Source: an optimization exercise on an open RTL-to-GDS flow (aim: small area, a short achievable clock period and few clock cycles). Production flows keep margins and buffers that such runs may drop.
Where RTL was checked, it was by simulation tests only, not by an equivalence proof against the original.
Power and IR drop assume default switching activity.

// kmsig_transport
module kmsig_transport (
    input              clk,
    input              rst,
    input              ev_valid,
    output             ev_ready,
    input      [2:0]   ev_type,
    input      [7:0]   ev_data,
    output reg         ans_valid,
    output reg [1:0]   ans_code,
    output     [7:0]   ans_byte,
    input              init,
    input      [6:0]   init_addr,
    input              dis,
    input              ui_we,
    input      [1:0]   ui_wave,
    input      [63:0]  ui_freq,
    input      [1:0]   chg_clr,
    output             idle,
    output     [1:0]   wave,
    output     [63:0]  freq,
    output     [135:0] str0,
    output     [135:0] str1,
    output     [1:0]   chg
);
Size in the first run: about 2400 cells after synthesis, about 24000 um^2 of cells after synthesis.
export LEC_CHECK = 0
export ABC_AREA = 1
export CAP_MARGIN = 20
export CORE_MARGIN = 2
export CORE_UTILIZATION = 40
export CTS_CLUSTER_DIAMETER = 80
export CTS_CLUSTER_SIZE = 25
export PLACE_DENSITY = 0.6
export SETUP_SLACK_MARGIN = 2.8
export SLEW_MARGIN = 20
create_clock -name core_clock -period 6.0 [get_ports {clk}]
standard.sh (not shown) runs the stock make flow with config.mk's settings and CLKGATE_MAP_FILE= SYNTH_SCRIPT=/design/flow/synth_recipe.tcl, a recipe that flattens the netlist after the stock synthesis.
==> flow/flow/run.sh <==
#!/bin/bash
# The standard layout, with the ports buffered by the smallest buffer cell.
set -euo pipefail
bash standard.sh "BUFFER_PORTS_ARGS=-buffer_cell sky130_fd_sc_hd__buf_1" finish > standard_flow.log 2>&1
Then changed:
--- a/flow/design.v
+++ b/flow/design.v
@@ -152,25 +152,22 @@
     localparam [15:0] MT1 = 16'hcccc;
     localparam [15:0] MT2 = 16'h5a5a;
     localparam [15:0] MT3 = 16'h39c6;
     localparam [15:0] MT4 = 16'hf83e;
     localparam [15:0] MT5 = 16'had54;
     localparam [15:0] MT6 = 16'h9b32;
     localparam [15:0] MT7 = 16'h2da4;
     localparam [15:0] MT8 = 16'hce38;
     localparam [15:0] MT9 = 16'h0fc0;
     localparam [15:0] MT10 = 16'hf000;
-    wire [3:0]  m_dig1 = freq_r[7:4];
-    wire [10:0] m_tab1 = {MT10[m_dig1], MT9[m_dig1], MT8[m_dig1], MT7[m_dig1], MT6[m_dig1], MT5[m_dig1], MT4[m_dig1], MT3[m_dig1], MT2[m_dig1], MT1[m_dig1], MT0[m_dig1]};
     wire [10:0] m_tab = {MT10[m_dig], MT9[m_dig], MT8[m_dig], MT7[m_dig], MT6[m_dig], MT5[m_dig], MT4[m_dig], MT3[m_dig], MT2[m_dig], MT1[m_dig], MT0[m_dig]};
     wire [10:0] m_sum = m_tab + {4'd0, m_carry};
-    wire [10:0] m_sum1 = m_tab1 + {4'd0, m_sum[10:4]};
     always @(posedge clk) begin
         if (rst) begin
             armed      <= 1'b0;
             bus_state  <= BS_IDLE;
             resp_valid <= 1'b0;
             ans_valid  <= 1'b0;
             pend1      <= 1'b0;
             wr1        <= 1'b0;
             wr2        <= 1'b0;
             busy       <= 1'b1;       
@@ -212,21 +209,21 @@
             if (x_qry)
                 resp_valid <= 1'b1;
             if (ui_we) begin
                 busy    <= 1'b1;
                 div_cnt <= 3'd0;
             end else if (busy) begin
                 busy    <= !d_fix;
                 div_cnt <= div_cnt + 3'd1;
             end
             if (x_freq)
-                m_cnt <= 4'd5;
+                m_cnt <= 4'd9;
             else if (m_cnt != 4'd0)
                 m_cnt <= m_cnt - 4'd1;
         end
     end
     always @(posedge clk) begin
         if (init)
             slave_addr <= init_addr;
         if (accept) begin
             ans_code <= ANS_NONE;
             case (ev_type)
@@ -284,34 +281,34 @@
             if (d_fix)
                 fr  <= f_sat ? RMAX : fr_fx;
             else if (div_cnt != 3'd0)
                 fr  <= {fr[17:10], fr_lo, d_p};
         end
         if (x_freq)
             fr <= fr_cmd;
         if (x_freq)
             m_carry <= 7'd0;
         else
-            m_carry <= m_sum1[10:4];
+            m_carry <= m_sum[10:4];
     end
     always @(posedge clk) begin
         if (rst) begin
             wave_r <= 2'd3;
             freq_r <= 64'd0;
             chg_r  <= 2'b00;
         end else begin
             if (x_wave)
                 wave_r <= {w[5] | w[2], w[4] | w[1]};
             if (x_freq)
                 freq_r <= {35'd0, w[28:0]};
             else if (m_cnt != 4'd0)
-                freq_r[39:0] <= {m_sum1[3:0], m_sum[3:0], freq_r[39:8]};
+                freq_r[35:0] <= {m_sum[3:0], freq_r[35:4]};
             if (ui_we) begin
                 wave_r <= ui_wave;
                 freq_r <= ui_freq;
             end
             chg_r <= (chg_r | ({1'b0, x_str} << sel)) & ~chg_clr;
         end
     end
     genvar g;
     generate
         for (g = 0; g < 15; g = g + 1) begin : g_str
Effect:
- routed wire length is lower by 0.88%
- die area decreases by about 2%
- utilization shrinks by 0.73 points
- power falls by 8.4%
- final cell count shrinks by 3.6%
- cell area went down by 3.6%
- global-route usage climbs by 0.19 points
- clock-buffer cell count falls by 2
Testbench counts after the change, summed over its fixed seeds: cycles 13,673.
Only the layout flow was run in the first run of this note; the RTL was not checked for function there.

==> what the ideal ports hide <==
Ports are ideal in the flow. The routed layouts listed here were re-timed in OpenROAD. Step 1, drivers: a clkbuf_16 drives clk and a buf_2 each remaining input, both assumed. Step 2 also shifts input and output timing later by t, the mid clock arrival at the registers, as if the neighbouring blocks saw the same clock. a / b / c = ideal ports / drivers / drivers and shift; a / b = the first two.
run | shift t [ns] | setup WS [ns] | hold slack, ns
the first run | 0.664 | 2.460 / 2.460 / 2.341 | 0.427 / 0.427 / 0.427
the second run | 0.679 | 2.716 / 2.716 / 2.277 | 0.417 / 0.417 / 0.417
After both steps setup and hold are still met in every run listed. The setup slack of the second run, which loses most, moves by 0.000 ns with the drivers and by -0.439 ns with both steps.
